What follows belongs to an exercise in optimizing a design on an open flow for small area; a production flow would make more cautious choices.
RTL that was checked went through simulation tests only; none was proved equivalent to the original.
For runs 1 to 4, only the layout was checked, not whether the RTL still works.
No activity file was given, so power comes from the tool's default toggle rates.

==> design/flow/design.v <==
module veml6035_ctrl (
  input         clk,
  input         rst,
  input         cmd_valid,
  input  [63:0] cmd_word,
  output        cmd_ready,
  output [2:0]  status,
  output [63:0] result,
  output [15:0] err,
  output [1:0]  state,
  output        tx_req,
  output [1:0]  tx_op,
  output [6:0]  tx_addr,
  output [1:0]  tx_len,
  output [23:0] tx_wdata,
  output        tx_stop,
  input         tx_ack,
  input  [7:0]  tx_rdata,
  input         tx_fail
);
  localparam ST_OK = 3'd0, ST_BUS = 3'd1, ST_IDM = 3'd2, ST_INV = 3'd3, ST_ILL = 3'd4,
             ST_NONE = 3'd7;
  localparam S_UNINIT = 2'd0, S_PROBING = 2'd1, S_CONFIGURED = 2'd2, S_FAILED = 2'd3;
  localparam [31:0] LENS_ONE = 32'h0001_0000;
  localparam PC_S0 = 5'd0,  PC_S1 = 5'd1,  PC_RW = 5'd2,  PC_WW = 5'd3,
             PC_ALS = 5'd4, PC_FLG = 5'd5, PC_FREL = 5'd7,
             PC_A0 = 5'd8,  PC_FIN = 5'd15, PC_B0 = 5'd16, PC_FFLG = 5'd23,
             PC_L0 = 5'd24, PC_L1 = 5'd25, PC_R0 = 5'd26, PC_R1 = 5'd27,
             PC_FLENS = 5'd31;
  localparam E_IDLE = 3'd0, E_PRE = 3'd1, E_LUX = 3'd2, E_ADDW = 3'd3,
             E_ARITH = 3'd4, E_CLRL = 3'd5, E_ROT = 3'd6, E_CLRFILL = 3'd7;
  reg        running;
  reg [2:0]  status_r;      
  reg [58:0] rr;
  reg [7:0]  err_reg;
  reg [2:0]  err_step;
  reg [2:0]  err_cause;
  reg [1:0]  state_r;
  reg [31:0] lens;
  reg [23:0] W;
  reg        treq;
  reg [1:0]  top;
  reg        fx;            
  reg [1:0]  polls;
  reg [4:0]  pc;
  reg [58:0] P;
  reg [2:0]  eop;
  reg [5:0]  cnt;
  reg        pass;          
  reg        anyq;
  reg [3:0]  kreg;
  assign cmd_ready = !running;
  assign status    = running ? 3'd6 : status_r;
  assign result    = {{5{rr[58]}}, rr};
  assign err       = {err_reg, 1'b0, err_step, 1'b0, err_cause};
  assign state     = state_r;
  assign tx_req    = treq;
  assign tx_op     = top;
  assign tx_addr   = 7'h29;
  assign tx_len    = {(top != 2'd0) | fx, top == 2'd0};
  assign tx_wdata  = W;
  assign tx_stop   = fx;
  wire [3:0]  d_op   = cmd_word[3:0];
  wire [15:0] d_data = cmd_word[31:16];
  wire [31:0] d_arg  = cmd_word[63:32];
  wire z_reg  = (cmd_word[15:8] == 8'd0);
  wire z_data = (d_data == 16'd0);
  wire z_arg  = (d_arg == 32'd0);
  reg       d_legal;
  reg [4:0] d_pc;
  always @(*) begin
    d_pc = PC_FIN;
    case (d_op)
      4'h1:    begin d_legal = z_reg && z_data && z_arg; d_pc = PC_B0; end
      4'h2:    begin d_legal = z_data && z_arg;          d_pc = PC_RW; end
      4'h3:    begin d_legal = z_arg;                    d_pc = PC_WW; end
      4'h4:    begin d_legal = z_reg && z_data && z_arg; d_pc = PC_ALS; end
      4'h5:    begin d_legal = z_reg && z_data && z_arg; d_pc = PC_L0; end
      4'h6:    begin d_legal = z_reg && (d_data[15:1] == 15'd0) && z_arg; d_pc = PC_S0; end
      4'h7:    begin d_legal = z_reg && z_arg;           d_pc = PC_A0; end
      4'h8:    begin d_legal = z_reg && z_data && z_arg; d_pc = PC_FLG; end
      4'h9:    begin d_legal = z_reg && z_data && z_arg; d_pc = PC_FLENS; end
      4'hA:    d_legal = z_reg && z_data;
      4'hB:    begin d_legal = z_reg && z_data && z_arg; d_pc = PC_R0; end
      default: d_legal = 1'b0;
    endcase
    if (cmd_word[7:4] != 4'd0)
      d_legal = 1'b0;
  end
  wire d_inv = (d_op == 4'h7) && (d_data[15] || z_data);
  wire d_ok  = d_legal && !d_inv;
  function wr_of(input [4:0] p);
    case (p)
      PC_S1, PC_WW, PC_R1, 5'd10, 5'd11, 5'd12, 5'd14,
      5'd16, 5'd17, 5'd19, 5'd20, 5'd21, 5'd22: wr_of = 1'b1;
      default: wr_of = 1'b0;
    endcase
  endfunction
  wire pcfin = (pc[2:0] == 3'b111);
  reg [4:0] pc_next;
  always @(*) begin
    case (pc)
      PC_S1, PC_RW, PC_WW, PC_ALS, PC_L1: pc_next = PC_FIN;
      PC_FLG:  pc_next = PC_FFLG;
      PC_R1:   pc_next = PC_FREL;
      default: pc_next = pc + 5'd1;
    endcase
  end
  reg [7:0]  sreg;
  reg        keep_reg;
  reg        wr_p;          
  reg [15:0] wconst;
  always @(*) begin
    keep_reg = (pc == PC_RW) || (pc == PC_WW);
    wr_p     = (pc[4:3] == 2'b10) || (pc == 5'd11) || (pc == 5'd12);
    wconst   = (pc == 5'd19) ? 16'h1000 : (pc == 5'd20) ? 16'hFFFF : 16'h0000;
    case (pc)
      PC_ALS, 5'd8, PC_L1:        sreg = 8'h04;
      PC_FLG:                     sreg = 8'h06;
      5'd11, 5'd20:               sreg = 8'h01;
      5'd12, 5'd16, 5'd17, 5'd21: sreg = 8'h02;
      5'd18:                      sreg = 8'h07;
      5'd22:                      sreg = 8'h03;
      default:                    sreg = 8'h00;
    endcase
  end
  reg rb_bit1;
  always @(*) begin
    case (pc)
      PC_S0:        rb_bit1 = W[8];
      5'd9, PC_R0:  rb_bit1 = 1'b0;
      5'd13:        rb_bit1 = 1'b1;
      default:      rb_bit1 = tx_rdata[1];
    endcase
  end
  wire [3:0] it = {tx_rdata[1:0], W[15:14]};
  wire [2:0] k_res = (it[3:2] == 2'b00) ? {1'b0, ~it[1:0]} :
                     (it[3:2] == 2'b11) ? 3'd5 : 3'd4;
  wire [1:0] k_gf  = tx_rdata[4] ? 2'd3 : 2'd0;
  wire [3:0] k_new = {1'b0, k_res} + {2'b0, k_gf} + {3'd0, ~tx_rdata[2]} + {3'd0, ~tx_rdata[3]};
  wire e_idle  = (eop == E_IDLE);
  wire e_whole = (eop == E_PRE) || (eop == E_LUX) || (eop == E_ADDW) || (eop == E_ROT);
  wire e_low   = (eop == E_ARITH) || (eop == E_CLRL) || (eop == E_CLRFILL);
  wire a_mul   = (eop == E_ARITH) && (cnt[5:4] == 2'b00);
  wire a_div   = (eop == E_ARITH) && (cnt[5:4] != 2'b00);
  wire a_fin   = (eop == E_ARITH) && (cnt == 6'd46);
  wire [7:0] dt   = {P[37:31], P[30]};
  wire       dge  = (dt >= 8'd100);
  wire [6:0] drem = dge ? (dt[6:0] + 7'd28) : dt[6:0];
  wire       dq   = pass ? dge : !dge;
  wire       rnz  = (drem != 7'd0);
  wire       inc  = !anyq && !dge && (dt < 8'd50);
  wire arm_pre = (pc == PC_A0) && (status_r == ST_OK);
  reg  mb;
  always @(*) begin
    case (eop)
      E_PRE:   mb = arm_pre && (cnt == 6'd25 || cnt == 6'd41);
      E_LUX:   mb = !cnt[5] && lens[~cnt[4:0]];
      E_ADDW:  mb = 1'b1;
      E_ARITH: mb = a_mul ? P[37] : a_fin;
      default: mb = 1'b0;
    endcase
  end
  wire [15:0] bsrc = (pc == PC_FFLG) ? {15'd0, W[23] | W[22]} :
                     {W[23:9], W[8] | (pc == PC_FLENS)};
  wire [15:0] bop  = mb ? bsrc : 16'd0;
  reg a0;
  always @(*) begin
    case (eop)
      E_PRE:     a0 = (status_r != ST_OK);
      E_ROT:     a0 = P[58];
      E_CLRFILL: a0 = cnt[5] & cnt[4];
      E_ARITH:   a0 = a_div & dq;
      default:   a0 = 1'b0;
    endcase
  end
  wire cin = a_fin && (pass ? inc : !rnz);
  wire [58:0] ash = {P[57:0], a0};
  wire [16:0] lo  = {1'b0, ash[15:0]} + {1'b0, bop} + {16'd0, cin};
  wire [31:0] mid = ash[47:16] + {31'd0, lo[16]};
  wire [58:0] snext = {ash[58:48], mid, lo[15:0]};
  wire zhi = (P[30:16] == 15'd0);
  reg e_last;
  always @(*) begin
    case (eop)
      E_LUX:   e_last = cnt[5] ? (kreg == 4'd1) : (cnt[4:0] == 5'd31 && kreg == 4'd0);
      E_ADDW:  e_last = 1'b1;
      E_ARITH: e_last = (cnt == 6'd46);
      E_ROT:   e_last = pass ? (cnt == 6'd15) : (cnt == 6'd42);
      default: e_last = (cnt == 6'd63);
    endcase
  end
  wire ack = running && treq && tx_ack;
  reg  a_fail, a_done;
  always @(*) begin
    a_fail = 1'b0;
    a_done = 1'b0;
    if (ack) begin
      case (top)
        2'd0: begin
          if (fx) begin
            if ((&tx_rdata[3:0]) || pc[4:3] == 2'b10 || pc == PC_R1) a_done = 1'b1;
            else a_fail = 1'b1;
          end else if (!(tx_rdata[0] && tx_rdata[1]))
            a_fail = 1'b1;
        end
        2'd1: a_fail = tx_fail || (tx_rdata != 8'd2);
        2'd2: a_fail = (tx_rdata < 8'd2) && (polls == 2'd3);
        default: a_done = fx;
      endcase
    end
  end
  wire a_idm = a_done && (pc == 5'd18) && (W[15:8] != 8'h83);
  reg [2:0] e_start;
  always @(*) begin
    e_start = E_IDLE;
    if ((a_fail && pc != PC_R0) || a_idm)
      e_start = E_PRE;                  
    else if (a_done && (pc == PC_RW || pc == PC_ALS || pc == PC_FLG))
      e_start = E_ADDW;
    else if (a_done && pc == PC_L1)
      e_start = E_LUX;
    else if (a_done && pc == 5'd8)
      e_start = E_ARITH;                
    else if (a_done && pc == 5'd11)
      e_start = E_ROT;                  
    else if (ack && !a_fail && pc == 5'd9) begin
      if (top == 2'd0)
        e_start = zhi ? E_ROT : E_CLRL;
      else if (top == 2'd1)
        e_start = E_ARITH;              
      else if (top == 2'd2 && polls == 2'd0 && !zhi)
        e_start = E_CLRFILL;            
    end
  end
  wire present  = running && !treq && e_idle && !pcfin && (status_r == ST_OK);
  wire complete = running && !treq && e_idle &&
                  (pcfin || status_r == ST_BUS || status_r == ST_IDM);
  always @(posedge clk) begin
    if (e_whole)
      P <= snext;
    else if (e_low)
      P[37:0] <= {(a_div ? (a_fin ? 7'd0 : drem) : snext[37:31]), snext[30:0]};
    if (eop == E_ARITH) begin
      if (a_mul)
        anyq <= 1'b0;
      else if (dge)
        anyq <= 1'b1;
    end
    if (eop == E_LUX && cnt[5])
      kreg <= kreg - 4'd1;
    if (e_start == E_ARITH)
      pass <= (pc == 5'd9);
    if (rst) begin
      running   <= 1'b0;
      status_r  <= ST_NONE;
      rr        <= 59'd0;
      err_reg   <= 8'd0;
      err_step  <= 3'd0;
      err_cause <= 3'd0;
      state_r   <= S_UNINIT;
      lens      <= LENS_ONE;
      treq      <= 1'b0;
      eop       <= E_IDLE;
    end else begin
      if (e_start != E_IDLE) begin
        eop <= e_start;
        cnt <= 6'd0;
      end else if (!e_idle) begin
        cnt <= cnt + 6'd1;
        if (e_last) begin
          cnt <= 6'd0;
          if (eop == E_PRE && pc == PC_FLENS && status_r == ST_OK)
            eop <= E_LUX;
          else if (eop == E_CLRL)
            eop <= E_ROT;
          else
            eop <= E_IDLE;
        end
      end
      if (!running && cmd_valid) begin
        running  <= 1'b1;
        status_r <= !d_legal ? ST_ILL : d_inv ? ST_INV : ST_OK;
        pc       <= d_ok ? d_pc : PC_FIN;
        if (d_ok && d_op == 4'h1)
          state_r <= S_PROBING;
        if (d_ok && d_op == 4'hA)
          lens <= d_arg;
        W        <= cmd_word[31:8];
        kreg     <= 4'd0;
        top      <= 2'd0;
        fx       <= wr_of(d_pc);
        eop      <= E_PRE;
        cnt      <= 6'd0;
      end
      if (present) begin
        treq <= 1'b1;
        if (top == 2'd0) begin
          if (!keep_reg)
            W[7:0] <= sreg;
          if (fx && wr_p)
            W[23:8] <= P[15:0] | wconst;
        end
      end
      if (ack) begin
        treq <= 1'b0;
        case (top)
          2'd0: if (!fx && !a_fail) top <= 2'd1;
          2'd1: begin
            polls[0] <= tx_fail;
            if (!a_fail) begin
              top   <= 2'd2;
              polls <= 2'd0;
            end
          end
          2'd2: begin
            if (tx_rdata >= 8'd2) begin
              top <= 2'd3;
              fx  <= 1'b0;
            end else if (!a_fail)
              polls <= polls + 2'd1;
          end
          default: begin
            if (!fx) begin
              W[15:8] <= {tx_rdata[7:2], rb_bit1, tx_rdata[0]};
              fx      <= 1'b1;
            end else begin
              W[23:16] <= tx_rdata;
              if (pc == PC_L0)
                kreg <= k_new;
            end
          end
        endcase
        if (a_fail) begin
          if (pc == PC_R0)
            pc <= PC_FREL;
          else
            status_r <= ST_BUS;
        end else if (a_idm) begin
          status_r <= ST_IDM;
        end else if (a_done) begin
          pc  <= pc_next;
          top <= 2'd0;
          fx  <= wr_of(pc_next);
        end
      end
      if (complete) begin
        running <= 1'b0;
        rr      <= P;
        if (status_r == ST_BUS) begin
          err_reg   <= W[7:0];
          err_step  <= (pc[4:3] != 2'b00) ? pc[2:0] : {2'b00, pc == PC_S1};
          err_cause <= (top == 2'd0) ? (fx ? 3'd1 : 3'd2) :
                       (top == 2'd1) ? (polls[0] ? 3'd3 : 3'd4) : 3'd5;
        end else if (status_r == ST_IDM) begin
          err_reg   <= 8'h07;
          err_step  <= 3'd2;
          err_cause <= 3'd6;
        end else begin
          err_reg   <= 8'd0;
          err_step  <= 3'd0;
          err_cause <= 3'd0;
        end
        if (state_r == S_PROBING)
          state_r <= (status_r == ST_OK) ? S_CONFIGURED : S_FAILED;
        if (pc == PC_FREL)
          state_r <= S_UNINIT;
        if ((state_r == S_PROBING && status_r == ST_OK) || pc == PC_FREL)
          lens <= LENS_ONE;
      end
    end
  end
endmodule
==> design/flow/run.sh <==
#!/bin/bash
# synth_recipe.tcl (not shown) runs the flow's synth.tcl, then flattens the netlist and writes it again
# the make line also repeats each setting of config.mk as NAME=value (left out here)
make -C /OpenROAD-flow-scripts/flow DESIGN_CONFIG=/design/flow/config.mk WORK_HOME=/design/flow/orfs CLKGATE_MAP_FILE= SYNTH_SCRIPT=/design/flow/synth_recipe.tcl finish
==> design/flow/config.mk <==
export PLATFORM = sky130hd
export DESIGN_NAME = veml6035_ctrl
export DESIGN_NICKNAME = veml6035_ctrl
export VERILOG_FILES = /design/flow/design.v
export SDC_FILE = /design/flow/constraint.sdc
export NUM_CORES = 4
export LEC_CHECK = 0
export CAP_MARGIN = 20
export CORE_MARGIN = 2
export CORE_UTILIZATION = 70
export PLACE_DENSITY = 0.8
export SLEW_MARGIN = 20
==> design/flow/constraint.sdc <==
create_clock -name core_clock -period 35.0 [get_ports {clk}]
set_input_delay 7.0000 -clock core_clock [delete_from_list [all_inputs] [get_ports {clk}]]
set_output_delay 7.0000 -clock core_clock [all_outputs]
set_load 0.01 [all_outputs]
==> results of run 1 <==
-- cell usage in the layout (no fill, tap or decap), types with 10 or more instances in the layout --
| cell | count |
|---|---|
| a21oi_1 | 145 |
| and2_1 | 24 |
| and3_1 | 15 |
| clkbuf_16 | 25 |
| clkdlybuf4s50_1 | 189 |
| dfxtp_1 | 122 |
| edfxtp_1 | 101 |
| ha_1 | 45 |
| inv_1 | 48 |
| mux2i_1 | 10 |
| mux4_2 | 10 |
| nand2_1 | 296 |
| nand2b_1 | 10 |
| nand3_1 | 64 |
| nand4_1 | 17 |
| nor2_1 | 77 |
| nor2b_1 | 18 |
| nor3_1 | 33 |
| nor4_1 | 32 |
| o21ai_0 | 57 |
| o22ai_1 | 10 |
| o311ai_0 | 17 |
| or3_1 | 12 |
| xnor2_1 | 33 |
| xor2_1 | 18 |
-- tightest hold or removal path: cells and delay by family (launching register included) --
kind	cells	cell delay [ps]
AO/OA/AOI/OAI	1	50
AND/OR/NAND/NOR	1	50
flip-flops	1	300
-- power groups by stage --
stage	Combinational (mW)	Sequential (mW)	Clock, mW
finish	0.0796	0.302	0.254
global route	0.0862	0.304	0.264
global placement	0.0746	0.306	0
CTS	0.0783	0.302	0.253
detailed placement	0.0771	0.307	0
floorplan	0.0463	0.301	0
-- per-layer routing --
metal | part of all wire (%) | track usage (%) | up-vias
met5 | 0 | 0 | -
met4 | 3.5 | 12.9 | 0
met3 | 9.7 | 5.96 | 122
met2 | 50 | 64.8 | 847
met1 | 37 | 47.7 | 5644
li1 | - | - | 5428
-- worst paths after layout --
check,startpoint,end,cells after the start
setup / recovery,cmd_word[0],sreg[2],14
hold reg to reg,rr[8],rr[8],2
setup reg to reg,cnt[0],P[46],26
hold / removal,rr[8],rr[8],2
-- cells by family (layout without fill, tap and decap cells) --
logic type	count (synthesis)	after routing	synth area share (%)
other	2	9	0.0595
buffers and inverters	153	290	5.10
multiplexers	21	21	2.67
XOR/XNOR	51	51	3.54
AO/OA/AOI/OAI	324	324	16.4
adder cells (fa/ha/maj)	49	49	5.10
flip-flops	223	223	43.4
AND/OR/NAND/NOR	635	635	23.7
-- through the flow --
step	std cells	setup slack, ps	hold slack, ps
after detailed placement	1787	23810	438
after global placement	1787	23900	429
after CTS	1831	24290	453
final	1831	24470	452
after global routing	1831	24440	463
after floorplan	1465	25450	426
-- layout make-up --
type | instances | area share [%]
multi-input cells | 1089 | 43.0
clock inverters | 14 | 0.863
inverters | 48 | 1.18
flip-flops and latches | 223 | 36.0
clock buffers | 30 | 4.23
well taps | 229 | 1.88
repair buffers | 198 | 12.9
==> summary.txt, run 1 <==
fin crit share 30.1%; Detailed Routing Iterations Pass 1 7; static leakage roughly 5.5 nW; leading cell types by total area after synthesis edfxtp_1 24%, dfxtp_1 19%, nand2_1 8.8%; overall power after layout 0.636 mW; WP data arrival approximately 11000 ps; total negative setup slack 0 ps; fraction of synthesized cell area taken by the top area cell type 24.0%; Critical Path Most Common Cell o21ai_0; number of different library cells in the post-synthesis netlist 88; register-to-register setup slack 27040 ps; dominant delay contributor by cell family on the critical path compound AO/OA/AOI/OAI gates; YS warnings 1; wire length of the first global-routing pass approximately 59000 um; die area 0.0191 mm^2; deepest clock path buffer count 3; max-slew violation count 0; setup repair after global routing missed its margin no; fraction of layout instances using a drive strength above 1 5.56%; root buffer cell clkbuf_16; f_max 94.9 MHz; height of the die between 100 and 150 um; half-perimeter wire length of the detailed placement result 24100 um; sequential area share after synthesis 43.4%; total of max-cap violations 0; # fillers 1005; startpoint class of the critical path primary input; H-tree levels 1; Layout Nets 1710; Initial Util between 70% and 80%; Ports 200; maximum fanout encountered on the critical timing path 9; Post-CTS Hold Fix Bufs 0; overall overflow remaining after global route 0; Top Registers P (59), rr (59), lens (32); average wire length per cell after detail routing 20.1 um; fraction of registers with async set or reset after synthesis 0%; clock transition at the register clock pins on the worst setup and hold paths after CTS about 60 ps; storage element area 0.00548 mm^2; wirelength, routed 36800 um; antenna violations before repair 0; number of placement rows 49; number of buffer and inverter stages on the critical path 1; CTS sink count around 220; Critical Path, Cell by Cell clkdlybuf4s50_1 > nor2b_1 > o21ai_0 > nor4b_1 > o211ai_2 > a211oi_4 > nand2_1 > o21ai_0 > o2bb2ai_1 > o21ai_0 > ha_1 > mux2i_1 > o21ai_0 > a21o_1; relative contribution of sequential cells to total power 47.5%; die extent in x 138 um; average cell area after synthesis 8.65 um^2; clock latency of the later-clocked register in the worst-skew pair ~520 ps; # resized after CTS 0; Critical Setup Path Class primary input to register; setup fix buffers added after clock tree synthesis 0; net switching fraction of the power approximately a quarter; data required time at the worst endpoint ~35000 ps; final-report setup violation count 0; longest individual stage delay on the worst path 700 ps; part of the power in combinational logic 12.5%; gate count after technology mapping 1458; slowest CP cell nor4b_1; area of placed instances 0.0144 mm^2; power per standard cell area 41.7 mW/mm^2; number of remaining DRC errors 0; clock network fraction of total power 39.9%; area of combinational cells with multiple inputs between 0.006 and 0.007 mm^2; flop and latch count out of synthesis 223; number of global-route vias before repair 11600; routed vias 12000; Antenna Violating Nets Remaining 0; top cells by instance count after synthesis 296 x nand2_1, 146 x a21oi_1, 122 x dfxtp_1, 101 x edfxtp_1, 79 x clkbuf_1; minimum clock period between 10000 and 15000 ps; Num CTS Buffers 24; Least-Margin Pin Slew around 1100 ps; post-DR vias/cell around 6.6; Primary FF master, synth dfxtp_1; Fin. Hold Viols 0; diode count 0; number of DRC markers in iteration 0 ~1500; Final Instance Area 0.0152 mm^2; switching power total 0.167 mW; number of buffers added on ports 190; Total GRT Usage 37.3%; cell taking the most area after synthesis edfxtp_1; number of synthesized flops with an enable pin 101; final core utilization 85.4%; largest voltage drop on the vdd net between 40 and 50 uV; worst clock skew 11.3 ps; cell-internal power 0.469 mW; netlist area before placement 0.0126 mm^2; worst-case headroom to the max-slew limit between 20 and 30%; cell with the most instances after synthesis nand2_1; Area growth syn-to-layout 20.7%; Placeable Area 0.0178 mm^2; TritonCTS clock tree done; result of the run no timing/DRC/antenna violations; crit path capture type register; Placer Congestion 0.955; kind of path behind the tightest hold check register to register; largest net degree at the start of global routing 92
==> run 2: changes to the inputs <==
==> design/flow/flow/run.sh (new file) <==
#!/bin/bash
set -euo pipefail
export BUFFER_PORTS_ARGS="-buffer_cell sky130_fd_sc_hd__buf_1"
export CTS_ARGS="-sink_clustering_enable -repair_clock_nets -dont_use_dummy_load"
bash standard.sh > layout.log 2>&1
==> design/flow/standard.sh (new file) <==
#!/bin/bash
# synth_recipe.tcl (not shown) runs the flow's synth.tcl, then flattens the netlist and writes it again
# the make line also repeats each setting of config.mk as NAME=value (left out here)
make -C /OpenROAD-flow-scripts/flow DESIGN_CONFIG=/design/flow/config.mk WORK_HOME=/design/flow/orfs CLKGATE_MAP_FILE= SYNTH_SCRIPT=/design/flow/synth_recipe.tcl "${@:-finish}"
removed: design/flow/run.sh
==> run 2 against run 1 <==
Setup slack improved by 590 ps. Worst hold slack got worse by 1.7 ps. Largest cell class unchanged. Critical path depth did not move. Largest power group unchanged.
==> summary.txt, run 2 <==
number of placement rows roughly 50; total negative setup slack 0 ps; Top Registers P (59), rr (59), lens (32); post-DR vias/cell 6.29; Placer Congestion 0.997; half-perimeter wire length of the detailed placement result roughly 23000 um; gate count after technology mapping 1458; Primary FF master, synth dfxtp_1; diode count 0; data required time at the worst endpoint 35390 ps; maximum fanout encountered on the critical timing path 9; max-slew violation count 0; Ports 200; Num CTS Buffers 23; part of the power in combinational logic between 10% and 20%; CTS sink count 223; height of the die 138 um; overall overflow remaining after global route 0; fraction of layout instances using a drive strength above 1 4.87%; number of DRC markers in iteration 0 1209; cell taking the most area after synthesis edfxtp_1; wirelength, routed 33000 um; total of max-cap violations 0; Post-CTS Hold Fix Bufs 0; setup fix buffers added after clock tree synthesis 0; average wire length per cell after detail routing 18.2 um; number of buffers added on ports 190; setup repair after global routing missed its margin no; cell with the most instances after synthesis nand2_1; die area around 0.019 mm^2; Antenna Violating Nets Remaining 0; H-tree levels 1; number of global-route vias before repair between 10000 and 15000; clock network fraction of total power a little over a third; Fin. Hold Viols 0; net switching fraction of the power 25.9%; number of remaining DRC errors 0; relative contribution of sequential cells to total power 52.6%; Area growth syn-to-layout 9.78%; fraction of synthesized cell area taken by the top area cell type 24.0%; fin crit share 28.4%; TritonCTS clock tree done; switching power total 0.149 mW; static leakage 4.93 nW; commonest cells after routing, fill and taps aside 296 x nand2_1, 189 x buf_1, 145 x a21oi_1; die extent in x 138 um; root buffer cell clkbuf_16; cell-internal power 0.425 mW; number of different library cells in the post-synthesis netlist 88; final setup margin between 20000 and 30000 ps; post-placement worst setup slack 24240 ps; final-report setup violation count 0; flop and latch count out of synthesis 223; startpoint of the worst setup timing path cmd_word[0]; Total GRT Usage 33.3%; wire length of the first global-routing pass 53000 um; Layout Nets approximately 1700; netlist area before placement 0.0126 mm^2; last element of the critical path sreg[2]; average cell area after synthesis just under 9 um^2; launching point of the worst reg2reg path cnt[0]; crit path capture type register; power per standard cell area 41.4 mW/mm^2; sequential area share after synthesis 43.4%; number of synthesized flops with an enable pin 101; antenna violations before repair 0; minimum clock period 9950 ps; result of the run no timing/DRC/antenna violations; Placeable Area 0.0178 mm^2; Critical Setup Path Class primary input to register; startpoint class of the critical path primary input; Initial Util 70.7%; WP data arrival 10340 ps; Worst Reg2Reg Path Length in Cells 26; deepest clock path buffer count 3; most common cell after layout, fill and taps aside nand2_1; Detailed Routing Iterations Pass 1 5; routed vias ~11000; largest net degree at the start of global routing 79; worst clock skew approximately 15 ps; # resized after CTS 0; largest voltage drop on the vdd net 41.3 uV; top cells by instance count after synthesis 296 x nand2_1, 146 x a21oi_1, 122 x dfxtp_1, 101 x edfxtp_1, 79 x clkbuf_1; clock latency of the later-clocked register in the worst-skew pair roughly 500 ps; Least-Margin Pin Slew 915 ps; clock transition at the register clock pins on the worst setup and hold paths after CTS 60 ps; YS warnings 1; f_max slightly above 100 MHz; leading cell types by total area after synthesis edfxtp_1 24%, dfxtp_1 19%, nand2_1 8.8%; fraction of registers with async set or reset after synthesis 0%; kind of path behind the tightest hold check register to register; worst-case headroom to the max-slew limit 37.4%; register-to-register setup slack between 20000 and 30000 ps; end of the worst register-to-register path P[46]
-- run 2: cell count changes in the layout (fill, tap and decap cells not counted), sizes merged, moves of 7 or more --
cell / change
clkdlybuf4s50: -189
clkinv: -8
clkbuf: -7
buf: +189
-- run 2: final cells by class --
class,count,area [um^2]
fillers,1308,4000
well taps,229,287
inverters,48,180
multi-input cells,1089,6550
repair buffers,198,774
clock buffers,23,576
flip-flops and latches,223,5480
-- run 2: routing by layer --
layer | track usage, % | vias up | part of all wire [%]
li1 | - | 5409 | -
met1 | 44.8 | 5336 | 41
met2 | 56.3 | 560 | 48
met3 | 5.09 | 80 | 7.8
met4 | 9.51 | 0 | 2.8
met5 | 0 | - | 0
-- run 2: through the flow --
stage | util [%] | area (um^2) | cells | hold slack [ps] | power (mW)
after global placement | 74.3 | 13300 | 1787 | 430 | 0.368
after detailed placement | 74.3 | 13300 | 1787 | 439 | 0.370
after global routing | 77.6 | 13800 | 1810 | 464 | 0.592
after floorplan | - | 12600 | 1465 | 426 | 0.347
final | 77.6 | 13800 | 1810 | 450 | 0.573
after CTS | 77.5 | 13800 | 1810 | 450 | 0.573
-- run 2: critical path: stages --
cell and delay, ps:
buf_1 280, nor2b_1 180, o21ai_0 390, nor4b_1 580
o211ai_2 240, a211oi_4 370, nand2_1 90, o21ai_0 80
o2bb2ai_1 200, o21ai_0 240, ha_1 280, mux2i_1 120
o21ai_0 90, a21o_1 180
-- run 2: how the worst min path moves through the flow --
| stage | startpoint | to | slack, ps | cells after the start |
|---|---|---|---|---|
| floorplan | P[47] | P[48] | 430 | 0 |
| global placement | P[55] | P[56] | 430 | 0 |
| detailed placement | P[48] | P[49] | 440 | 0 |
| CTS | lens[0] | lens[0] | 450 | 2 |
| global route | P[47] | P[48] | 460 | 0 |
| finish | lens[12] | lens[12] | 450 | 2 |
-- run 2: kinds of logic after synthesis --
logic type,count (synthesis),synth area share (%)
flip-flops,223,43.4
other,2,0.0595
XOR/XNOR,51,3.54
AO/OA/AOI/OAI,324,16.4
adder cells (fa/ha/maj),49,5.10
buffers and inverters,153,5.10
AND/OR/NAND/NOR,635,23.7
multiplexers,21,2.67
-- run 2: power by group through the flow --
stage | Combinational (mW) | Sequential [mW] | Clock (mW)
finish | 0.0652 | 0.302 | 0.207
global route | 0.0723 | 0.303 | 0.216
CTS | 0.0643 | 0.301 | 0.207
detailed placement | 0.0637 | 0.306 | 0
global placement | 0.0618 | 0.306 | 0
floorplan | 0.0463 | 0.301 | 0
==> run 3: changes to the inputs <==
--- a/design/flow/design.v
+++ b/design/flow/design.v
@@ -60,3 +60,3 @@
   assign tx_len    = {(top != 2'd0) | fx, top == 2'd0};
-  assign tx_wdata  = W;
+  assign tx_wdata  = {wr_p ? (P[15:0] | wconst) : W[23:8], keep_reg ? W[7:0] : sreg};
   assign tx_stop   = fx;
@@ -92,7 +92,4 @@
   function wr_of(input [4:0] p);
-    case (p)
-      PC_S1, PC_WW, PC_R1, 5'd10, 5'd11, 5'd12, 5'd14,
-      5'd16, 5'd17, 5'd19, 5'd20, 5'd21, 5'd22: wr_of = 1'b1;
-      default: wr_of = 1'b0;
-    endcase
+    wr_of = p == PC_S1 || p == PC_WW || p == PC_R1 || p == 5'd10 || p == 5'd11 ||
+            p == 5'd12 || p == 5'd14 || (p[4:3] == 2'b10 && p[2:0] != 3'd2);
   endfunction
@@ -101,8 +98,10 @@
   always @(*) begin
-    case (pc)
-      PC_S1, PC_RW, PC_WW, PC_ALS, PC_L1: pc_next = PC_FIN;
-      PC_FLG:  pc_next = PC_FFLG;
-      PC_R1:   pc_next = PC_FREL;
-      default: pc_next = pc + 5'd1;
-    endcase
+    if (pc == PC_S1 || pc == PC_RW || pc == PC_WW || pc == PC_ALS || pc == PC_L1)
+      pc_next = PC_FIN;
+    else if (pc == PC_FLG)
+      pc_next = PC_FFLG;
+    else if (pc == PC_R1)
+      pc_next = PC_FREL;
+    else
+      pc_next = pc + 5'd1;
   end
@@ -116,11 +115,7 @@
     wconst   = (pc == 5'd19) ? 16'h1000 : (pc == 5'd20) ? 16'hFFFF : 16'h0000;
-    case (pc)
-      PC_ALS, 5'd8, PC_L1:        sreg = 8'h04;
-      PC_FLG:                     sreg = 8'h06;
-      5'd11, 5'd20:               sreg = 8'h01;
-      5'd12, 5'd16, 5'd17, 5'd21: sreg = 8'h02;
-      5'd18:                      sreg = 8'h07;
-      5'd22:                      sreg = 8'h03;
-      default:                    sreg = 8'h00;
-    endcase
+    sreg = {5'd0,
+            pc == PC_ALS || pc == 5'd8 || pc == PC_L1 || pc == PC_FLG || pc == 5'd18,
+            pc == PC_FLG || pc == 5'd12 || pc == 5'd16 || pc == 5'd17 || pc == 5'd21 ||
+              pc == 5'd18 || pc == 5'd22,
+            pc == 5'd11 || pc == 5'd20 || pc == 5'd18 || pc == 5'd22};
   end
@@ -297,8 +292,2 @@
         treq <= 1'b1;
-        if (top == 2'd0) begin
-          if (!keep_reg)
-            W[7:0] <= sreg;
-          if (fx && wr_p)
-            W[23:8] <= P[15:0] | wconst;
-        end
       end
@@ -350,3 +339,3 @@
         if (status_r == ST_BUS) begin
-          err_reg   <= W[7:0];
+          err_reg   <= tx_wdata[7:0];
           err_step  <= (pc[4:3] != 2'b00) ? pc[2:0] : {2'b00, pc == PC_S1};
==> design/flow/flow/run.sh (replaced) <==
#!/bin/bash
set -euo pipefail
export BUFFER_PORTS_ARGS="-buffer_cell sky130_fd_sc_hd__buf_1"
export CTS_ARGS="-sink_clustering_enable -repair_clock_nets -dont_use_dummy_load -buf_list sky130_fd_sc_hd__clkbuf_4"
bash standard.sh > layout.log 2>&1
--- a/design/flow/config.mk
+++ b/design/flow/config.mk
@@ -9,4 +9,4 @@
 export CORE_MARGIN = 2
-export CORE_UTILIZATION = 70
-export PLACE_DENSITY = 0.8
+export CORE_UTILIZATION = 50
+export PLACE_DENSITY = 0.7
 export SLEW_MARGIN = 20
==> run 3 against run 2 <==
Largest power group unchanged. Synthesized cell count shrank 6.7%. Clock power shrank about 20%. Critical path type is now register to output pin. Global-route usage shrank 9.1 points. Still clean. Clock-buffer cell count up 34.
==> summary.txt, run 3 <==
result of the run no timing/DRC/antenna violations; cell taking the most area after synthesis edfxtp_1; total negative setup slack 0 ps; kind of path behind the tightest hold check register to register; number of global-route vias before repair 10200; largest net degree at the start of global routing 73; crit path capture type output pin; cell with the most instances after synthesis nand2_1; # resized after CTS 0; Antenna Violating Nets Remaining 0; wirelength, routed 31600 um; fraction of layout instances using a drive strength above 1 under 10%; share of synthesized cell area in and, or, nand and nor gates 21.1%; commonest cells after routing, fill and taps aside 217 x nand2_1, 189 x buf_1, 138 x nor2_1; worst hold slack 447 ps; Layout Nets 1658; number of DRC markers in iteration 0 899; sequential area share after synthesis 44.3%; setup fix buffers added after clock tree synthesis 0; startpoint class of the critical path register; height of the die 160 um; maximum fanout encountered on the critical timing path 31; fraction of synthesized cell area taken by the top area cell type 24.8%; Total GRT Usage 24.2%; clock latency of the later-clocked register in the worst-skew pair 680 ps; max-slew violation count 0; static leakage 4.87 nW; H-tree levels 2; Top Registers P (59), rr (59), lens (32); Primary FF master, synth dfxtp_1; fraction of registers with async set or reset after synthesis 0%; final-report setup violation count 0; wire length of the first global-routing pass 50800 um; minimum clock period between 10000 and 15000 ps; Initial Util 50.5%; share of the synthesized netlist area taken by xor and xnor gates 3.51%; Final Instance Area between 0.01 and 0.015 mm^2; leading cell types by total area after synthesis edfxtp_1 25%, dfxtp_1 19%, nand2_1 6.7%; number of different library cells in the post-synthesis netlist 87; die area 0.0257 mm^2; power per standard cell area 38.7 mW/mm^2; worst-case headroom to the max-slew limit 31.0%; Fin. Hold Viols 0; number of remaining DRC errors 0; fin crit share 29.1%; gate count after technology mapping 1360; data required time at the worst endpoint 28000 ps; f_max approximately 98 MHz; Detailed Routing Iterations Pass 1 6; flop and latch count out of synthesis 220; overall overflow remaining after global route 0; largest voltage drop on the vdd net 23.3 uV; post-DR vias/cell 5.72; Area growth syn-to-layout 10.7%; number of buffers added on ports 190; number of synthesized flops with an enable pin 101; Critical Setup Path Class register to output pin; top cells by instance count after synthesis 217 x nand2_1, 140 x nor2_1, 119 x dfxtp_1, 104 x a21oi_1, 101 x edfxtp_1; Ports 200; netlist area before placement 0.0122 mm^2; routed vias between 10000 and 15000; overall power after layout 0.523 mW; area fraction in compound gates after synthesis 15.9%; worst clock skew 46.2 ps; most common cell after layout, fill and taps aside nand2_1; antenna violations before repair 1; number of placement rows 57; Placer Congestion approximately 0.97; average cell area after synthesis ~9 um^2; die extent in x about 160 um; root buffer cell clkbuf_4; TritonCTS clock tree done; setup repair after global routing missed its margin no; half-perimeter wire length of the detailed placement result roughly 22000 um; dominant combinational cell family by area after synthesis simple AND/OR/NAND/NOR gates; CTS sink count 220; total of max-cap violations 0; area of placed instances 0.0131 mm^2; average wire length per cell after detail routing 17.0 um; deepest clock path buffer count 3; Num CTS Buffers 57; Post-CTS Hold Fix Bufs 0; fraction of synthesized area in multiplexers approximately 5.5%; clock transition at the register clock pins on the worst setup and hold paths after CTS about 50 ps; post-synthesis share of cell area spent on full adders, half adders and majority gates 4.75%; Least-Margin Pin Slew 1030 ps; WP data arrival 3200 ps; final core utilization ~56%; Placeable Area about 0.024 mm^2; YS warnings 1
[run 3: kinds of logic (layout without fill, tap and decap cells)]
family / count (synthesis) / in the layout
muxes: 55 / 55
buffers and inverters: 136 / 304
DFF: 220 / 220
AOI/OAI and AO/OA: 300 / 300
xor gates and xnor gates: 49 / 49
adders and majority gates: 44 / 44
and+or+nand+nor: 554 / 554
other: 2 / 10
[run 3: final timing paths]
check | start | end | slack [ps] | cells after the start
setup / recovery | pc[0] | tx_wdata[8] | 24800 | 8
hold / removal | err_reg[1] | err_reg[1] | 450 | 2
setup reg to reg | P[32] | P[47] | 28220 | 25
hold reg to reg | err_reg[1] | err_reg[1] | 450 | 2
[run 3: through the flow]
stage / cells / setup slack (ps)
after CTS: 1858 / 24510
after detailed placement: 1801 / 25050
after global placement: 1801 / 25160
final: 1860 / 24800
after global routing: 1860 / 24530
after floorplan: 1367 / 25850
[run 3: worst max-delay path, stage by stage, from the launching register on]
cell,delay (ps)
edfxtp_1,500
inv_1,150
ha_1,320
and2_1,280
nor2_1,120
o21ai_4,640
o21ai_0,170
o21ai_0,140
buf_1,180
[run 3: where the power goes]
| part | switching (mW) | internal (mW) |
|---|---|---|
| sequential | 0.0132 | 0.282 |
| combinational | 0.0402 | 0.0225 |
| clock | 0.0926 | 0.0733 |
| total | 0.146 | 0.377 |
[run 3: routing by layer]
metal | vias to the layer above | routed length (um) | global-route usage, %
li1 | 5180 | - | -
met1 | 5014 | 14300 | 32.1
met2 | 386 | 14700 | 40.2
met3 | 54 | 1920 | 4.44
met4 | 0 | 699 | 8.15
met5 | - | 0 | 0
[run 3: final cells by class]
cell class | count | area, um^2
diodes | 1 | 2.50
fillers | 2303 | 10700
well taps | 324 | 405
multi-input cells | 1011 | 6290
repair buffers | 200 | 810
inverters | 47 | 176
clock buffers | 57 | 428
flip-flops and latches | 220 | 5420
==> run 4: changes to the inputs <==
==> design/flow/flow/run.sh (replaced) <==
#!/bin/bash
set -euo pipefail
export BUFFER_PORTS_ARGS="-buffer_cell sky130_fd_sc_hd__buf_1"
export CTS_ARGS="-sink_clustering_enable -repair_clock_nets -dont_use_dummy_load -buf_list sky130_fd_sc_hd__clkbuf_2"
bash standard.sh > layout.log 2>&1
==> run 4 against run 3 <==
Clock skew is 74 ps higher. Largest power group unchanged. Sequential power hardly changed. Critical path depth unchanged.
==> summary.txt, run 4 <==
number of synthesized flops with an enable pin around 100; number of different library cells in the post-synthesis netlist 87; leading cell types by total area after synthesis edfxtp_1 25%, dfxtp_1 19%, nand2_1 6.7%; Critical Path Most Common Cell o21ai_0; final-report setup violation count 0; slowest CP cell o21ai_4; crit path capture type output pin; wirelength, routed 31600 um; fraction of registers with async set or reset after synthesis 0%; average cell area after synthesis around 9.0 um^2; # fillers 2321; deepest clock path buffer count 3; height of the die 160 um; fraction of layout instances using a drive strength above 1 7.30%; Detailed Routing Iterations Pass 1 8; die area between 0.02 and 0.03 mm^2; flop and latch count out of synthesis 220; TritonCTS clock tree done; result of the run no timing/DRC/antenna violations; longest individual stage delay on the worst path 640 ps; Placeable Area between 0.02 and 0.025 mm^2; Ports 200; fraction of synthesized cell area taken by the top area cell type 24.8%; startpoint class of the critical path register; # resized after CTS 0; Critical Path, Cell by Cell inv_1 > ha_1 > and2_1 > nor2_1 > o21ai_4 > o21ai_0 > o21ai_0 > buf_1; cell taking the most area after synthesis edfxtp_1; area of combinational cells with multiple inputs 0.00629 mm^2; f_max 97.1 MHz; antenna violations before repair 1; power per standard cell area ~37 mW/mm^2; data required time at the worst endpoint 28000 ps; post-DR vias/cell 5.71; Fin. Hold Viols 0; half-perimeter wire length of the detailed placement result roughly 22000 um; wire length of the first global-routing pass 50900 um; number of remaining DRC errors 0; maximum fanout encountered on the critical timing path 31; setup fix buffers added after clock tree synthesis 0; YS warnings 1; commonest cells after routing, fill and taps aside 217 x nand2_1, 189 x buf_1, 137 x nor2_1; number of global-route vias before repair 10200; Total GRT Usage 24.2%; sequential area share after synthesis 44.3%; total negative setup slack 0 ps; overall overflow remaining after global route 0; Post-CTS Hold Fix Bufs 0; Antenna Violating Nets Remaining 0; Primary FF master, synth dfxtp_1; number of placement rows 57; number of DRC markers in iteration 0 852; number of buffers added on ports 190; Least-Margin Pin Slew between 900 and 1000 ps; netlist area before placement approximately 0.012 mm^2; die extent in x around 160 um; routed vias 10600; Top Registers P (59), rr (59), lens (32); cell with the most instances after synthesis nand2_1; largest voltage drop on the vdd net 20.6 uV; Layout Nets 1658; WP data arrival around 3300 ps; worst-case headroom to the max-slew limit 39.4%; clock transition at the register clock pins on the worst setup and hold paths after CTS 100 ps; number of buffer and inverter stages on the critical path 2; average wire length per cell after detail routing between 15 and 20 um; top cells by instance count after synthesis 217 x nand2_1, 140 x nor2_1, 119 x dfxtp_1, 104 x a21oi_1, 101 x edfxtp_1; minimum clock period 10290 ps; Initial Util 50.5%; max-slew violation count 0; gate count after technology mapping 1360; kind of path behind the tightest hold check register to register; most common cell after layout, fill and taps aside nand2_1; root buffer cell clkbuf_2; Critical Setup Path Class register to output pin; Area growth syn-to-layout 9.51%; worst clock skew 120 ps; H-tree levels 2; total of max-cap violations 0; worst hold slack 448 ps; static leakage 4.84 nW; Placer Congestion between 0.9 and 1; setup repair after global routing missed its margin no; dominant delay contributor by cell family on the critical path compound AO/OA/AOI/OAI gates; storage element area 0.00542 mm^2; largest net degree at the start of global routing 73; fin crit share 29.4%; CTS sink count 220; clock latency of the later-clocked register in the worst-skew pair 860 ps; Num CTS Buffers 57
## run 4: cell counts after synthesis
Identical to the previous run, type by type.
## run 4: where the power goes
part,leakage [nW],internal [mW],switching [mW],total [mW]
Sequential,1.92,0.281,0.0132,0.294
Clock,0.237,0.0422,0.0937,0.136
Combinational,2.68,0.0225,0.0401,0.0625
Total,4.84,0.346,0.147,0.493
## run 4: per-layer routing
| layer | GRT usage (%) | part of all wire [%] | vias up | wire length (um) |
|---|---|---|---|---|
| met1 | 32.2 | 45 | 4955 | 14100 |
| met2 | 40.1 | 46 | 432 | 14700 |
| li1 | - | - | 5171 | - |
| met3 | 4.78 | 6.7 | 60 | 2130 |
| met5 | 0 | 0 | - | 0 |
| met4 | 7.62 | 2.0 | 0 | 640 |
## run 4: area by class of cell
cell class | instances | area share [%]
Multi-Input combinational cell | 1011 | 47.0
Inverter | 47 | 1.32
Sequential cell | 220 | 40.5
Tap cell | 324 | 3.03
Timing Repair Buffer | 200 | 6.05
Clock buffer | 57 | 2.13
Antenna cell | 1 | 0.0187
## run 4: worst register-to-register path, delay by kind of cell, from the launching register on
kind / cells / cell delay (ps)
AND/OR/NAND/NOR: 8 / 2170
buffers and inverters: 2 / 240
AO/OA/AOI/OAI: 10 / 2210
adder cells (fa/ha/maj): 4 / 1160
flip-flops: 1 / 550
XOR/XNOR: 1 / 140
## run 4: through the flow
step                power, mW  setup slack, ps  area, um^2  utilization (%)  cells
finish                  0.493            24710       13400             55.4   1860
global route            0.518            24390       13400             55.4   1860
global placement        0.361            25160       13000             54.0   1801
CTS                     0.498            24370       13300             55.2   1858
detailed placement      0.362            25050       13100             54.0   1801
floorplan               0.339            25850       12200                -   1367
## run 4: kinds of logic after synthesis
kind of cell	count (synthesis)	synth area share [%]
flip-flops	220	44.3
other	2	0.0615
AND/OR/NAND/NOR	554	21.1
multiplexers	55	5.54
buffers and inverters	136	4.85
adder cells (fa/ha/maj)	44	4.75
AO/OA/AOI/OAI	300	15.9
XOR/XNOR	49	3.51
## run 4: final timing paths
| kind | startpoint | endpoint | slack [ps] | depth (start not counted) |
|---|---|---|---|---|
| max reg2reg | P[33] | P[47] | 28240 | 25 |
| min reg2reg | P[49] | P[50] | 450 | 0 |
| max | pc[0] | tx_wdata[8] | 24710 | 8 |
| min | P[49] | P[50] | 450 | 0 |
==> run 5: changes to the inputs <==
--- a/design/flow/design.v
+++ b/design/flow/design.v
@@ -134,3 +134,3 @@
   wire [1:0] k_gf  = tx_rdata[4] ? 2'd3 : 2'd0;
-  wire [3:0] k_new = {1'b0, k_res} + {2'b0, k_gf} + {3'd0, ~tx_rdata[2]} + {3'd0, ~tx_rdata[3]};
+  wire [3:0] k_new = {1'b0, k_res} + {2'b0, k_gf} + {3'd0, ~tx_rdata[2]} + {3'd0, ~tx_rdata[3]} - 4'd1;
   wire e_idle  = (eop == E_IDLE);
@@ -138,6 +138,7 @@
   wire e_low   = (eop == E_ARITH) || (eop == E_CLRL) || (eop == E_CLRFILL);
-  wire a_mul   = (eop == E_ARITH) && (cnt[5:4] == 2'b00);
-  wire a_div   = (eop == E_ARITH) && (cnt[5:4] != 2'b00);
-  wire a_fin   = (eop == E_ARITH) && (cnt == 6'd46);
-  wire [7:0] dt   = {P[37:31], P[30]};
+  wire c63     = (cnt == 6'd63);
+  wire a_mul   = (eop == E_ARITH) && !cnt[5];
+  wire a_div   = (eop == E_ARITH) && cnt[5];
+  wire a_fin   = (eop == E_ARITH) && c63;
+  wire [7:0] dt   = {P[38:32], P[31]};
   wire       dge  = (dt >= 8'd100);
@@ -151,6 +152,6 @@
     case (eop)
-      E_PRE:   mb = arm_pre && (cnt == 6'd25 || cnt == 6'd41);
+      E_PRE:   mb = arm_pre && (cnt[3:0] == 4'd8) && (cnt[5] != cnt[4]);   
       E_LUX:   mb = !cnt[5] && lens[~cnt[4:0]];
-      E_ADDW:  mb = 1'b1;
-      E_ARITH: mb = a_mul ? P[37] : a_fin;
+      E_ADDW:  mb = (pc != PC_FFLG);
+      E_ARITH: mb = a_mul ? P[38] : a_fin;
       default: mb = 1'b0;
@@ -158,5 +159,3 @@
   end
-  wire [15:0] bsrc = (pc == PC_FFLG) ? {15'd0, W[23] | W[22]} :
-                     {W[23:9], W[8] | (pc == PC_FLENS)};
-  wire [15:0] bop  = mb ? bsrc : 16'd0;
+  wire [15:0] bop  = mb ? W[23:8] : 16'd0;
   reg a0;
@@ -168,2 +167,4 @@
       E_ARITH:   a0 = a_div & dq;
+      E_ADDW:    a0 = (pc == PC_FFLG) && (W[23] | W[22]);
+      E_LUX:     a0 = (pc == PC_FLENS) && mb;
       default:   a0 = 1'b0;
@@ -176,13 +177,13 @@
   wire [58:0] snext = {ash[58:48], mid, lo[15:0]};
-  wire zhi = (P[30:16] == 15'd0);
-  reg e_last;
-  always @(*) begin
-    case (eop)
-      E_LUX:   e_last = cnt[5] ? (kreg == 4'd1) : (cnt[4:0] == 5'd31 && kreg == 4'd0);
-      E_ADDW:  e_last = 1'b1;
-      E_ARITH: e_last = (cnt == 6'd46);
-      E_ROT:   e_last = pass ? (cnt == 6'd15) : (cnt == 6'd42);
-      default: e_last = (cnt == 6'd63);
+  wire zhi = (P[31:16] == 16'd0);
+  wire e_last = (eop == E_LUX) ? (cnt[5] ? (cnt[3:0] == kreg) : (cnt[4:0] == 5'd31 && kreg == 4'd15)) :
+                c63;
+  function [5:0] e_first(input [2:0] e, input p);
+    case (e)
+      E_ADDW:  e_first = 6'd63;
+      E_ARITH: e_first = 6'd16;           
+      E_ROT:   e_first = p ? 6'd48 : 6'd21;   
+      default: e_first = 6'd0;
     endcase
-  end
+  endfunction
   wire ack = running && treq && tx_ack;
@@ -237,3 +238,3 @@
     else if (e_low)
-      P[37:0] <= {(a_div ? (a_fin ? 7'd0 : drem) : snext[37:31]), snext[30:0]};
+      P[38:0] <= {(a_div ? (a_fin ? 7'd0 : drem) : snext[38:32]), snext[31:0]};
     if (eop == E_ARITH) begin
@@ -244,4 +245,2 @@
     end
-    if (eop == E_LUX && cnt[5])
-      kreg <= kreg - 4'd1;
     if (e_start == E_ARITH)
@@ -262,3 +261,3 @@
         eop <= e_start;
-        cnt <= 6'd0;
+        cnt <= e_first(e_start, e_start == E_ROT ? pc == 5'd11 : 1'b0);
       end else if (!e_idle) begin
@@ -266,8 +265,9 @@
         if (e_last) begin
-          cnt <= 6'd0;
-          if (eop == E_PRE && pc == PC_FLENS && status_r == ST_OK)
+          if (eop == E_PRE && pc == PC_FLENS && status_r == ST_OK) begin
             eop <= E_LUX;
-          else if (eop == E_CLRL)
+            cnt <= 6'd0;
+          end else if (eop == E_CLRL) begin
             eop <= E_ROT;
-          else
+            cnt <= 6'd21;
+          end else
             eop <= E_IDLE;
@@ -284,3 +284,3 @@
         W        <= cmd_word[31:8];
-        kreg     <= 4'd0;
+        kreg     <= 4'd15;            
         top      <= 2'd0;
==> run 5 against run 4 <==
Design area shrank 0.19%. Sequential power is essentially flat. Critical endpoint is now tx_wdata[11]. Global-route usage grew 0.37 points. Critical path depth shrank 1. Register-to-register slack lost 690 ps. Still clean on timing, DRC and antenna. Total power is essentially flat. Combinational power is essentially flat. Clock-buffer cell count shrank 1.
==> summary.txt, run 5 <==
# resized after CTS 0; wire length of the first global-routing pass 51400 um; startpoint class of the critical path register; Placer Congestion 0.953; CTS sink count 220; cell with the most instances after synthesis nand2_1; Total GRT Usage 24.6%; number of placement rows 57; power per standard cell area approximately 37 mW/mm^2; data required time at the worst endpoint 28000 ps; root buffer cell clkbuf_2; setup repair after global routing missed its margin no; worst hold slack approximately 430 ps; number of different library cells in the post-synthesis netlist between 80 and 90; net switching fraction of the power between 20% and 30%; Least-Margin Pin Slew 1110 ps; area of placed instances roughly 0.013 mm^2; crit path capture type output pin; f_max 96.2 MHz; netlist area before placement 0.0123 mm^2; Finished Layout Cells 1852; post-DR vias/cell roughly 5.8; clock latency of the later-clocked register in the worst-skew pair 840 ps; number of global-route vias before repair ~10000; fraction of registers with async set or reset after synthesis 0%; largest net degree at the start of global routing 71; number of synthesized flops with an enable pin 105; average cell area after synthesis 9.04 um^2; Area growth syn-to-layout 9.04%; Post-CTS Hold Fix Bufs 0; register-to-register setup slack about 28000 ps; static leakage 4.68 nW; cell taking the most area after synthesis edfxtp_1; overall overflow remaining after global route 0; longest individual stage delay on the worst path 870 ps; Detailed Routing Iterations Pass 1 5; max-slew violation count 0; overall power after layout 0.493 mW; worst clock skew around 56 ps; total negative setup slack 0 ps; number of instances in the placed design 1795; switching power total 0.147 mW; fraction of synthesized cell area taken by the top area cell type 25.7%; routed vias 10700; Critical Path Most Common Cell nor2_1; dominant delay contributor by cell family on the critical path simple AND/OR/NAND/NOR gates; setup fix buffers added after clock tree synthesis 0; clock network fraction of total power roughly 27%; largest voltage drop on the vdd net 21.9 uV; Num CTS Buffers 56; leading cell types by total area after synthesis edfxtp_1 26%, dfxtp_1 19%, nand2_1 6.6%; Fin. Hold Viols 0; Critical Path, Cell by Cell inv_1 > ha_1 > nand2_1 > nor2_1 > nor2_1 > a21oi_1 > buf_1; Top Registers P (59), rr (59), lens (32); WP data arrival 3390 ps; deepest clock path buffer count 3; clock transition at the register clock pins on the worst setup and hold paths after CTS between 100 and 150 ps; average wire length per cell after detail routing 17.5 um; YS warnings 1; result of the run no timing/DRC/antenna violations; top cells by instance count after synthesis 216 x nand2_1, 152 x nor2_1, 118 x a21oi_1, 115 x dfxtp_1, 105 x edfxtp_1; wirelength, routed about 32000 um; number of remaining DRC errors 0; part of the power in combinational logic between 10% and 20%; number of buffer and inverter stages on the critical path 2; total of max-cap violations 0; gate count after technology mapping roughly 1400; height of the die 161 um; half-perimeter wire length of the detailed placement result ~23000 um; number of DRC markers in iteration 0 932; final-report setup violation count 0; die extent in x 161 um; fraction of layout instances using a drive strength above 1 7.53%; cell-internal power 0.346 mW; minimum clock period 10390 ps; Ports 200; TritonCTS clock tree done; number of buffers added on ports 190; Critical Setup Path Class register to output pin; final setup margin 24610 ps; Final Instance Area 0.0134 mm^2; maximum fanout encountered on the critical timing path 15; fin crit share between 20% and 30%; Primary FF master, synth dfxtp_1; relative contribution of sequential cells to total power 60.0%; Placeable Area 0.0242 mm^2; commonest cells after routing, fill and taps aside 216 x nand2_1, 189 x buf_1, 152 x nor2_1; final core utilization 55.3%; Antenna Violating Nets Remaining 0; antenna violations before repair 1; Initial Util 50.7%; sequential area share after synthesis 44.5%; die area 0.0258 mm^2; flop and latch count out of synthesis 220; most common cell after layout, fill and taps aside nand2_1; kind of path behind the tightest hold check register to register; post-placement worst setup slack 25240 ps; Layout Nets 1647; H-tree levels 2; worst-case headroom to the max-slew limit between 20 and 30%; slowest CP cell nor2_1
[run 5: per-layer routing]
layer  GRT usage (%)  wire [um]  up-vias
met5               0          0        -
met4            9.62       1000        0
li1                -          -     5180
met1            32.9      14100     5071
met2            40.2      15300      396
met3            3.85       2140       74
[run 5: cell families (layout without fill, tap and decap cells)]
group	after synthesis	after routing	share of synthesized area, %
and+or+nand+nor	560	560	21.2
AOI/OAI and AO/OA	300	300	15.8
DFF	220	220	44.5
buffers and inverters	128	293	4.82
muxes	57	57	5.72
xor gates and xnor gates	47	47	3.36
adders and majority gates	41	41	4.43
other	2	10	0.0613
[run 5: final timing paths]
kind | start | end | cells after the start
max reg2reg | cnt[0] | P[47] | 25
min reg2reg | P[57] | P[58] | 0
max | pc[0] | tx_wdata[11] | 7
min | P[57] | P[58] | 0
[run 5: area by class of cell]
type                            count  area [um^2]
Clock buffer                       56          280
Timing Repair Buffer              199          782
Sequential cell                   220         5460
Multi-Input combinational cell   1014         6290
Fill cell                        2324        10800
Tap cell                          324          405
Inverter                           38          143
Antenna cell                        1         2.50
[run 5: power by group through the flow]
| stage | Sequential, mW | Combinational, mW | Clock [mW] |
|---|---|---|---|
| final | 0.296 | 0.0622 | 0.135 |
| after global routing | 0.298 | 0.0690 | 0.151 |
| after CTS | 0.296 | 0.0616 | 0.141 |
| after detailed placement | 0.301 | 0.0613 | 0 |
| after global placement | 0.301 | 0.0604 | 0 |
| after floorplan | 0.295 | 0.0452 | 0 |

## afterwards: timing with drivers on the ports
In the flow no input, the clock included, has a driving cell. The finished layouts below were timed again as built, in two steps.
Step 1 sets driving cells, clkbuf_16 on the clock port and buf_2 on the other inputs (assumed; they add their load-dependent delay and slew).
Step 2 adds t to the input delays and takes it off the output delays; t is the mean of the earliest and latest rising clock arrival at the registers after step 1. Input paths then give back, and output paths get back, about the clock's delay inside the block.
Three values: ideal, step 1, step 2; two values: the first two.
| run | t, ns | slack for setup (ns) | worst setup path after step 2 | worst data-port slew with drivers (ns) |
|---|---|---|---|---|
| run 1 | 0.562 | 24.466 / 24.486 / 23.924 | input to register | 0.05 |
| run 2 | 0.543 | 25.054 / 25.079 / 24.536 | input to register | 0.04 |
| run 3 | 0.709 | 24.799 / 24.752 / 25.171 | input to register | 0.05 |
| run 4 | 0.847 | 24.706 / 24.660 / 25.227 | input to register | 0.05 |
| run 5 | 0.852 | 24.605 / 24.560 / 25.116 | input to register | 0.07 |
After both steps setup and hold are still met in every run listed. The setup slack of run 1, which loses most, moves by +0.020 ns with the drivers and by -0.542 ns with both steps.
